What follows belongs to an exercise in optimizing a design on an open flow for small area; a production flow would make more cautious choices. The RTL was checked by simulation tests, not by an equivalence proof against the original design. Power is estimated from default activity; no workload was simulated.

lane 4:
Design icsp_ctrl, start of the top module:
module icsp_ctrl (
    input  wire        clk,
    input  wire        rst,           
    input  wire        cmd_valid,
    input  wire [7:0]  cmd_op,
    input  wire [23:0] cmd_arg0,
    input  wire [15:0] cmd_arg1,
    output wire        cmd_ready,
    output reg         done,
    output wire [3:0]  cause,
    output wire [15:0] result,
    output wire [1:0]  session,
    output wire [1:0]  ident,
    output wire [15:0] devid,
    output wire [7:0]  cat_index,
    output wire [23:0] code_size,
    output wire [3:0]  erase_blocks,
    output wire [6:0]  wbuf_words,
    output wire        pgc_o,
    output wire        pgc_oe,
    output reg         pgd_o,      
    output wire        pgd_oe,
    input  wire        pgd_i,
    output wire        mclr_o,
    output wire        mclr_oe
);
    localparam [31:0] MAGIC_KEY = 32'h4D434850;
    localparam [7:0] OP_ENTER      = 8'h01,
                     OP_EXIT       = 8'h02,
                     OP_IDENTIFY   = 8'h03,
                     OP_SEND_CMD   = 8'h10,
                     OP_SEND_WORD  = 8'h11,
                     OP_READ_WORD  = 8'h12,
                     OP_SEND_INSN  = 8'h13,
                     OP_GOTO_ADDR  = 8'h14,
                     OP_GOTO_SHORT = 8'h15,
                     OP_ERASE_BLK  = 8'h22,
                     OP_EE_RD_CELL = 8'h44,
                     OP_EE_WR_CELL = 8'h45;
    localparam [3:0] O_ENTER = 4'd0, O_IDENT = 4'd1, O_CMD = 4'd2, O_WORD = 4'd3,
                     O_READ  = 4'd4, O_INSN  = 4'd5, O_GOTO = 4'd6, O_ERASE = 4'd7,
                     O_EERD  = 4'd8, O_EEWR  = 4'd9;
    localparam [3:0] S_IDLE  = 4'd0,
                     S_EN1   = 4'd1,    
                     S_EN2   = 4'd2,    
                     S_EN3   = 4'd3,    
                     S_EN4   = 4'd4,    
                     S_EN5   = 4'd5,    
                     S_EX1   = 4'd6,
                     S_EX2   = 4'd7,
                     S_HOLD  = 4'd8,
                     S_ISSUE = 4'd9,
                     S_OUT   = 4'd10,
                     S_GAP   = 4'd11,
                     S_TRN   = 4'd12,
                     S_IN    = 4'd13,
                     S_RGAP  = 4'd14,
                     S_END   = 4'd15;
  ...
Size: roughly 760 cells after synthesis, about 78 flip-flops, ~140 I/O pins.
Settings: LEC_CHECK=0, CAP_MARGIN=20, CORE_MARGIN=2, CORE_UTILIZATION=40, CTS_BUF_LIST=sky130_fd_sc_hd__clkbuf_8, SLEW_MARGIN=20; clock period 10.0 ns.
standard.sh (not shown) runs the stock make flow with config.mk's settings and CLKGATE_MAP_FILE= SYNTH_SCRIPT=/design/flow/synth_recipe.tcl, a recipe that flattens the netlist after the stock synthesis.
==> flow/flow/run.sh <==
#!/bin/bash
set -euo pipefail
W=$PWD
export AREA_ABC_SCRIPT=$W/flow/area.abc
export FLOW_SYNTH_TCL=$W/synth_recipe.tcl
export BUFFER_PORTS_ARGS="-buffer_cell sky130_fd_sc_hd__buf_1"
sed "s#SYNTH_SCRIPT=[^ ]*#SYNTH_SCRIPT=$W/flow/area_synth.tcl#" standard.sh > area_standard.sh
grep -q "SYNTH_SCRIPT=$W/flow/area_synth.tcl" area_standard.sh
bash area_standard.sh > standard_flow.log 2>&1
==> flow/flow/area.abc <==
strash
&get -n
&fraig -x
&put
dc2
dc2
strash
&get -n
&dch -f
&nf -R 1000
&put
strash
dc2
&get -n
&dch -f
&nf -R 1000
&put
==> flow/flow/area_synth.tcl <==
# The standard synthesis script, with only the ABC script of its
# technology-mapping step replaced by flow/area.abc (area-oriented).
proc abc {args} {
  set i [lsearch -exact $args -script]
  if {$i >= 0} {
    set args [lreplace $args $i [expr {$i + 1}] -script $::env(AREA_ABC_SCRIPT)]
  }
  yosys abc {*}$args
}
source $::env(FLOW_SYNTH_TCL)
Lane 4 completed every stage of the flow, and the final layout passed the timing, DRC and antenna checks.
## Diff of input files: lane 5 against lane 4
- CTS_BUF_LIST removed (was sky130_fd_sc_hd__clkbuf_8)
==> flow/run.sh (new file) <==
#!/bin/bash
# synth_recipe.tcl (not shown) runs the flow's synth.tcl, then flattens the netlist and writes it again
# the make line also repeats each setting of config.mk as NAME=value (left out here)
make -C /OpenROAD-flow-scripts/flow DESIGN_CONFIG=/design/flow/config.mk WORK_HOME=/design/flow/orfs CLKGATE_MAP_FILE= SYNTH_SCRIPT=/design/flow/synth_recipe.tcl finish
removed: flow/flow/run.sh
removed: flow/flow/area.abc
removed: flow/flow/area_synth.tcl
removed: flow/standard.sh
Notes after the runs:
Lane 5 vs lane 4, cell count of the worst reg-to-reg path went down by 5.
Taking lane 4 as the reference point, the placer's final routability congestion estimate of lane 5 falls by about 5.5%.
Lane 5 against lane 4: delay of the slowest critical-path stage fell 0.02 ns; area inside the core boundary now larger.

* * *

icsp_ctrl again, from the RTL that the note above started with.
export LEC_CHECK = 0
export CAP_MARGIN = 20
export CORE_MARGIN = 2
export CORE_UTILIZATION = 40
export CTS_BUF_LIST = sky130_fd_sc_hd__clkbuf_8
export SLEW_MARGIN = 20
create_clock -name core_clock -period 10.0 [get_ports {clk}]
==> flow/flow/run.sh <==
#!/bin/bash
set -euo pipefail
W=$PWD
export AREA_ABC_SCRIPT=$W/flow/area.abc
export FLOW_SYNTH_TCL=$W/synth_recipe.tcl
export BUFFER_PORTS_ARGS="-buffer_cell sky130_fd_sc_hd__buf_1"
export SKIP_REPAIR_TIE_FANOUT=1
export CTS_ARGS="-sink_clustering_enable -repair_clock_nets -dont_use_dummy_load -buf_list \"sky130_fd_sc_hd__clkbuf_4 sky130_fd_sc_hd__clkbuf_8\""
sed "s#SYNTH_SCRIPT=[^ ]*#SYNTH_SCRIPT=$W/flow/area_synth.tcl#" standard.sh > area_standard.sh
grep -q "SYNTH_SCRIPT=$W/flow/area_synth.tcl" area_standard.sh
bash area_standard.sh > standard_flow.log 2>&1
==> flow/flow/area.abc <==
strash
&get -n
&fraig -x
&put
dc2
dc2
strash
&get -n
&dch -f
&nf -R 1000
&put
strash
dc2
&get -n
&dch -f
&nf -R 1000
&put
strash
dc2
&get -n
&dch -f
&nf -R 1000
&put
==> flow/flow/area_synth.tcl <==
# The standard synthesis script, with only the ABC script of its
# technology-mapping step replaced by flow/area.abc (area-oriented).
proc abc {args} {
  set i [lsearch -exact $args -script]
  if {$i >= 0} {
    set args [lreplace $args $i [expr {$i + 1}] -script $::env(AREA_ABC_SCRIPT)]
  }
  yosys abc {*}$args
}
source $::env(FLOW_SYNTH_TCL)
==> next run, changes <==
--- a/flow/flow/run.sh
+++ b/flow/flow/run.sh
@@ -7,2 +7 @@
-export SKIP_REPAIR_TIE_FANOUT=1
-export CTS_ARGS="-sink_clustering_enable -repair_clock_nets -dont_use_dummy_load -buf_list \"sky130_fd_sc_hd__clkbuf_4 sky130_fd_sc_hd__clkbuf_8\""
+export CTS_ARGS="-sink_clustering_enable -repair_clock_nets -dont_use_dummy_load -buf_list sky130_fd_sc_hd__clkbuf_8"
--- a/flow/flow/area.abc
+++ b/flow/flow/area.abc
@@ -18,6 +17,0 @@
-strash
-dc2
-&get -n
-&dch -f
-&nf -R 1000
-&put
The new run produced a clean layout.
Sequential share of layout area fell by 0.73 points.
Non-clock buffer count falls by 2.
Combinational power fell by roughly a tenth.
==> next run, changes <==
--- a/flow/flow/run.sh
+++ b/flow/flow/run.sh
@@ -7 +7,2 @@
-export CTS_ARGS="-sink_clustering_enable -repair_clock_nets -dont_use_dummy_load -buf_list sky130_fd_sc_hd__clkbuf_8"
+export SKIP_REPAIR_TIE_FANOUT=1
+export CTS_ARGS="-sink_clustering_enable -repair_clock_nets -dont_use_dummy_load -root_buf sky130_fd_sc_hd__clkbuf_16 -buf_list sky130_fd_sc_hd__clkbuf_4"
--- a/flow/flow/area.abc
+++ b/flow/flow/area.abc
@@ -17,0 +18,6 @@
+strash
+dc2
+&get -n
+&dch -f
+&nf -R 1000
+&put
Global-route usage is lower by 0.28 points.
Cell area is lower slightly.
Register-to-register slack is better by 0.58 ns.
Routed wire length is lower by a few percent.
Clock power is higher by well over a third.
Power is higher by roughly a tenth.
Non-clock buffer count is higher by 2.
Worst setup slack is better by 0.64 ns.
Sequential power is lower by a few percent.

* * *

Setup of build 75:
icsp_ctrl again, from the RTL that the note above started with.
## icsp_ctrl
module icsp_ctrl (
    input  wire        clk,
    input  wire        rst,           
    input  wire        cmd_valid,
    input  wire [7:0]  cmd_op,
    input  wire [23:0] cmd_arg0,
    input  wire [15:0] cmd_arg1,
    output wire        cmd_ready,
    output reg         done,
    output wire [3:0]  cause,
    output wire [15:0] result,
    output wire [1:0]  session,
    output wire [1:0]  ident,
    output wire [15:0] devid,
    output wire [7:0]  cat_index,
    output wire [23:0] code_size,
    output wire [3:0]  erase_blocks,
    output wire [6:0]  wbuf_words,
    output wire        pgc_o,
    output wire        pgc_oe,
    output reg         pgd_o,      
    output wire        pgd_oe,
    input  wire        pgd_i,
    output wire        mclr_o,
    output wire        mclr_oe
);
Settings: LEC_CHECK=0, CAP_MARGIN=0, CORE_MARGIN=2, CORE_UTILIZATION=40, CTS_BUF_LIST=sky130_fd_sc_hd__clkbuf_8, SLEW_MARGIN=0; clock period 10.0 ns.
==> flow/flow/run.sh <==
#!/bin/bash
set -euo pipefail
W=$PWD
export AREA_ABC_SCRIPT=$W/flow/area.abc
export FLOW_SYNTH_TCL=$W/synth_recipe.tcl
export BUFFER_PORTS_ARGS="-buffer_cell sky130_fd_sc_hd__buf_1"
export SKIP_REPAIR_TIE_FANOUT=1
export CTS_ARGS="-sink_clustering_enable -repair_clock_nets -dont_use_dummy_load -buf_list sky130_fd_sc_hd__clkbuf_8"
sed "s#SYNTH_SCRIPT=[^ ]*#SYNTH_SCRIPT=$W/flow/area_synth.tcl#" standard.sh > area_standard.sh
grep -q "SYNTH_SCRIPT=$W/flow/area_synth.tcl" area_standard.sh
bash area_standard.sh > standard_flow.log 2>&1
==> flow/flow/area.abc <==
strash
&get -n
&fraig -x
&put
dc2
dc2
strash
&get -n
&dch -f
&nf -R 1000
&put
strash
dc2
&get -n
&dch -f
&nf -R 1000
&put
Scripts as last shown in full above: flow/flow/area_synth.tcl
Build 75 has completed all stages; timing, DRC and antenna checks passed.
Relative to build 75, the following input files were edited for build 47:
==> flow/flow/run.sh <==
#!/bin/bash
set -euo pipefail
export BUFFER_PORTS_ARGS="-buffer_cell sky130_fd_sc_hd__buf_1"
bash standard.sh > standard_flow.log 2>&1
diff --git a/flow/config.mk b/flow/config.mk
--- a/flow/config.mk
+++ b/flow/config.mk
@@ -8 +8,2 @@
-export CAP_MARGIN = 0
+export ABC_AREA = 1
+export CAP_MARGIN = 20
@@ -12 +13 @@
-export SLEW_MARGIN = 0
+export SLEW_MARGIN = 20
removed: flow/flow/area.abc
removed: flow/flow/area_synth.tcl
### Flow results
What build 47 reported for detailed-routing wirelength on met1 has to be multiplied by 0.876 to get the figure for build 75. Going from build 75 to build 47, the proportion of synthesized area in mux cells was found to have gone down by 1.9 points. Build 47 against build 75: ratio of cells with drive above 1 in the final layout went up by 5.2 points; die span in y climbed 7.6%.
The following lists how build 97 was set up differently from build 47:
==> flow/flow/run.sh <==
#!/bin/bash
set -euo pipefail
W=$PWD
export AREA_ABC_SCRIPT=$W/flow/area.abc
export FLOW_SYNTH_TCL=$W/synth_recipe.tcl
export BUFFER_PORTS_ARGS="-buffer_cell sky130_fd_sc_hd__buf_1"
export SKIP_REPAIR_TIE_FANOUT=1
export CTS_ARGS="-sink_clustering_enable -repair_clock_nets -dont_use_dummy_load -sink_clustering_size 20 -sink_clustering_max_diameter 200 -buf_list sky130_fd_sc_hd__clkbuf_8"
sed "s#SYNTH_SCRIPT=[^ ]*#SYNTH_SCRIPT=$W/flow/area_synth.tcl#" standard.sh > area_standard.sh
grep -q "SYNTH_SCRIPT=$W/flow/area_synth.tcl" area_standard.sh
bash area_standard.sh > standard_flow.log 2>&1
==> flow/flow/area.abc (new file) <==
strash
&get -n
&fraig -x
&put
dc2
dc2
strash
&get -n
&dch -f
&nf -R 1000
&put
strash
dc2
&get -n
&dch -f
&nf -R 1000
&put
==> flow/flow/area_synth.tcl (new file) <==
# The standard synthesis script, with only the ABC script of its
# technology-mapping step replaced by flow/area.abc (area-oriented).
proc abc {args} {
  set i [lsearch -exact $args -script]
  if {$i >= 0} {
    set args [lreplace $args $i [expr {$i + 1}] -script $::env(AREA_ABC_SCRIPT)]
  }
  yosys abc {*}$args
}
source $::env(FLOW_SYNTH_TCL)
diff --git a/flow/config.mk b/flow/config.mk
--- a/flow/config.mk
+++ b/flow/config.mk
@@ -8 +7,0 @@
-export ABC_AREA = 1
[summary]
Against build 47, build 97 comes in 1 higher on number of detailed-route iterations in the first pass.
sky130_fd_sc_hd__edfxtp_1 as the slowest cell on the critical path was reported by build 47, and sky130_fd_sc_hd__dfxtp_1 by build 97.
Build 97: met1 usage is 2.2 points higher than what build 47 reported.
The final critical-path share of the clock period reported for build 97 is greater than that of build 47 by 11 points.
The lower XOR/XNOR share of the synthesized area came out of build 47.
## Diff of input files: build 71 against build 97
==> flow/flow/run.sh <==
#!/bin/bash
set -euo pipefail
export BUFFER_PORTS_ARGS="-buffer_cell sky130_fd_sc_hd__buf_1"
bash standard.sh > standard_flow.log 2>&1
diff --git a/flow/config.mk b/flow/config.mk
--- a/flow/config.mk
+++ b/flow/config.mk
@@ -11 +10,0 @@
-export CTS_BUF_LIST = sky130_fd_sc_hd__clkbuf_8
removed: flow/flow/area.abc
removed: flow/flow/area_synth.tcl
Findings:
- Build 71 gives less met1 usage than build 97 did.
- Compared to build 97, build 71 has relative area change from synthesis to final layout 0.45 points lower.
- The share of the clock period used by the worst path after layout in build 71 sits 8.8 points below the value recorded for build 97.
- On max-capacitance violation count, build 71 and build 97 are basically level.
- Looking at met3 track utilization from global routing, build 71 sits 0.69 points higher than build 97 does.
- Relative to build 97, clock network power share has increased by 13 points in build 71.
- Build 97 → build 71: logic gate share of total power shrank by 7.6 points; total power increased by 1.3% relative to the old numbers.
Edits applied to the flow inputs when going from build 71 to build 11:
==> flow/flow/run.sh <==
#!/bin/bash
set -euo pipefail
W=$PWD
export AREA_ABC_SCRIPT=$W/flow/area.abc
export FLOW_SYNTH_TCL=$W/synth_recipe.tcl
export BUFFER_PORTS_ARGS="-buffer_cell sky130_fd_sc_hd__buf_1"
export SKIP_REPAIR_TIE_FANOUT=1
export CTS_ARGS="-sink_clustering_enable -repair_clock_nets -dont_use_dummy_load -sink_clustering_size 40 -sink_clustering_max_diameter 300 -buf_list sky130_fd_sc_hd__clkbuf_16"
sed "s#SYNTH_SCRIPT=[^ ]*#SYNTH_SCRIPT=$W/flow/area_synth.tcl#" standard.sh > area_standard.sh
grep -q "SYNTH_SCRIPT=$W/flow/area_synth.tcl" area_standard.sh
bash area_standard.sh > standard_flow.log 2>&1
==> flow/flow/area.abc (new file) <==
strash
&get -n
&fraig -x
&put
dc2
dc2
strash
&get -n
&dch -f
&nf -R 1000
&put
strash
dc2
&get -n
&dch -f
&nf -R 1000
&put
==> flow/flow/area_synth.tcl (new file) <==
# The standard synthesis script, with only the ABC script of its
# technology-mapping step replaced by flow/area.abc (area-oriented).
proc abc {args} {
  set i [lsearch -exact $args -script]
  if {$i >= 0} {
    set args [lreplace $args $i [expr {$i + 1}] -script $::env(AREA_ABC_SCRIPT)]
  }
  yosys abc {*}$args
}
source $::env(FLOW_SYNTH_TCL)
diff --git a/flow/config.mk b/flow/config.mk
--- a/flow/config.mk
+++ b/flow/config.mk
@@ -10,0 +11 @@
+export CTS_BUF_LIST = sky130_fd_sc_hd__clkbuf_8
==> summary.txt <==
- Build 11 finished every step from synthesis to the final layout, and the layout passed the timing, DRC and antenna checks.
- Build 11 vs. build 71: register share of total power went up 2.8 points; worst reg-to-reg setup slack fell by 560 ps; slew at the pin closest to its max-slew limit decreased 380 ps.
For build 37, these inputs were changed with respect to build 11:
diff --git a/flow/flow/run.sh b/flow/flow/run.sh
--- a/flow/flow/run.sh
+++ b/flow/flow/run.sh
@@ -8 +8 @@
-export CTS_ARGS="-sink_clustering_enable -repair_clock_nets -dont_use_dummy_load -sink_clustering_size 40 -sink_clustering_max_diameter 300 -buf_list sky130_fd_sc_hd__clkbuf_16"
+export CTS_ARGS="-sink_clustering_enable -repair_clock_nets -dont_use_dummy_load -buf_list sky130_fd_sc_hd__clkbuf_8"
diff --git a/flow/flow/area.abc b/flow/flow/area.abc
--- a/flow/flow/area.abc
+++ b/flow/flow/area.abc
@@ -17,0 +18,6 @@
+strash
+dc2
+&get -n
+&dch -f
+&nf -R 1000
+&put
Results
From build 11 to build 37, number of diodes did not move at all. [build 37 vs build 11] sequential power: lower in build 37. Final instance area: build 37 vs build 11 down 2.3%. Compared with build 11, build 37 shows a lower overall power after layout.

-- what the ideal ports hide --
Ports are ideal in the flow. The routed layouts listed here were re-timed in OpenROAD.
Step 1: set_driving_cell puts a clkbuf_16 on clk and a buf_2 on each other input, an assumption about the parent block.
Step 2, shift: input delay + t, output delay - t, t = (earliest + latest rising clock arrival at the registers) / 2. This alone moves slack from input paths to output paths.
a / b / c = no drivers / after step 1 / after step 2; a / b = the first two.
| run | t, ns | setup WS [ns] | slew at the worst register clock pin (ns) | worst data-port slew with drivers (ns) | pins driven straight from the clock port |
|---|---|---|---|---|---|
| lane 4 | 0.415 | 3.088 / 3.049 / 3.464 | 0.09 / 0.09 | 0.05 | 1 |
| lane 5 | 0.389 | 3.967 / 3.921 / 4.310 | 0.07 / 0.07 | 0.06 | 1 |
| the first run of note 2 | 0.406 | 3.783 / 3.744 / 4.151 | 0.09 / 0.09 | 0.05 | 1 |
| the second run of note 2 | 0.408 | 3.156 / 3.116 / 3.524 | 0.09 / 0.09 | 0.05 | 1 |
| the third run of note 2 | 0.386 | 3.797 / 3.756 / 4.142 | 0.07 / 0.07 | 0.05 | 1 |
| build 75 | 0.400 | 3.351 / 3.312 / 3.712 | 0.09 / 0.09 | 0.05 | 1 |
| build 47 | 0.411 | 4.422 / 4.381 / 4.792 | 0.10 / 0.10 | 0.04 | 1 |
| build 97 | 0.401 | 3.345 / 3.306 / 3.708 | 0.09 / 0.09 | 0.05 | 1 |
| build 71 | 0.387 | 4.226 / 4.185 / 4.572 | 0.06 / 0.06 | 0.05 | 1 |
| build 11 | 0.385 | 3.329 / 3.284 / 3.668 | 0.06 / 0.06 | 0.05 | 1 |
| build 37 | 0.406 | 3.783 / 3.744 / 4.151 | 0.09 / 0.09 | 0.05 | 1 |
After both steps every run listed still meets setup and hold.
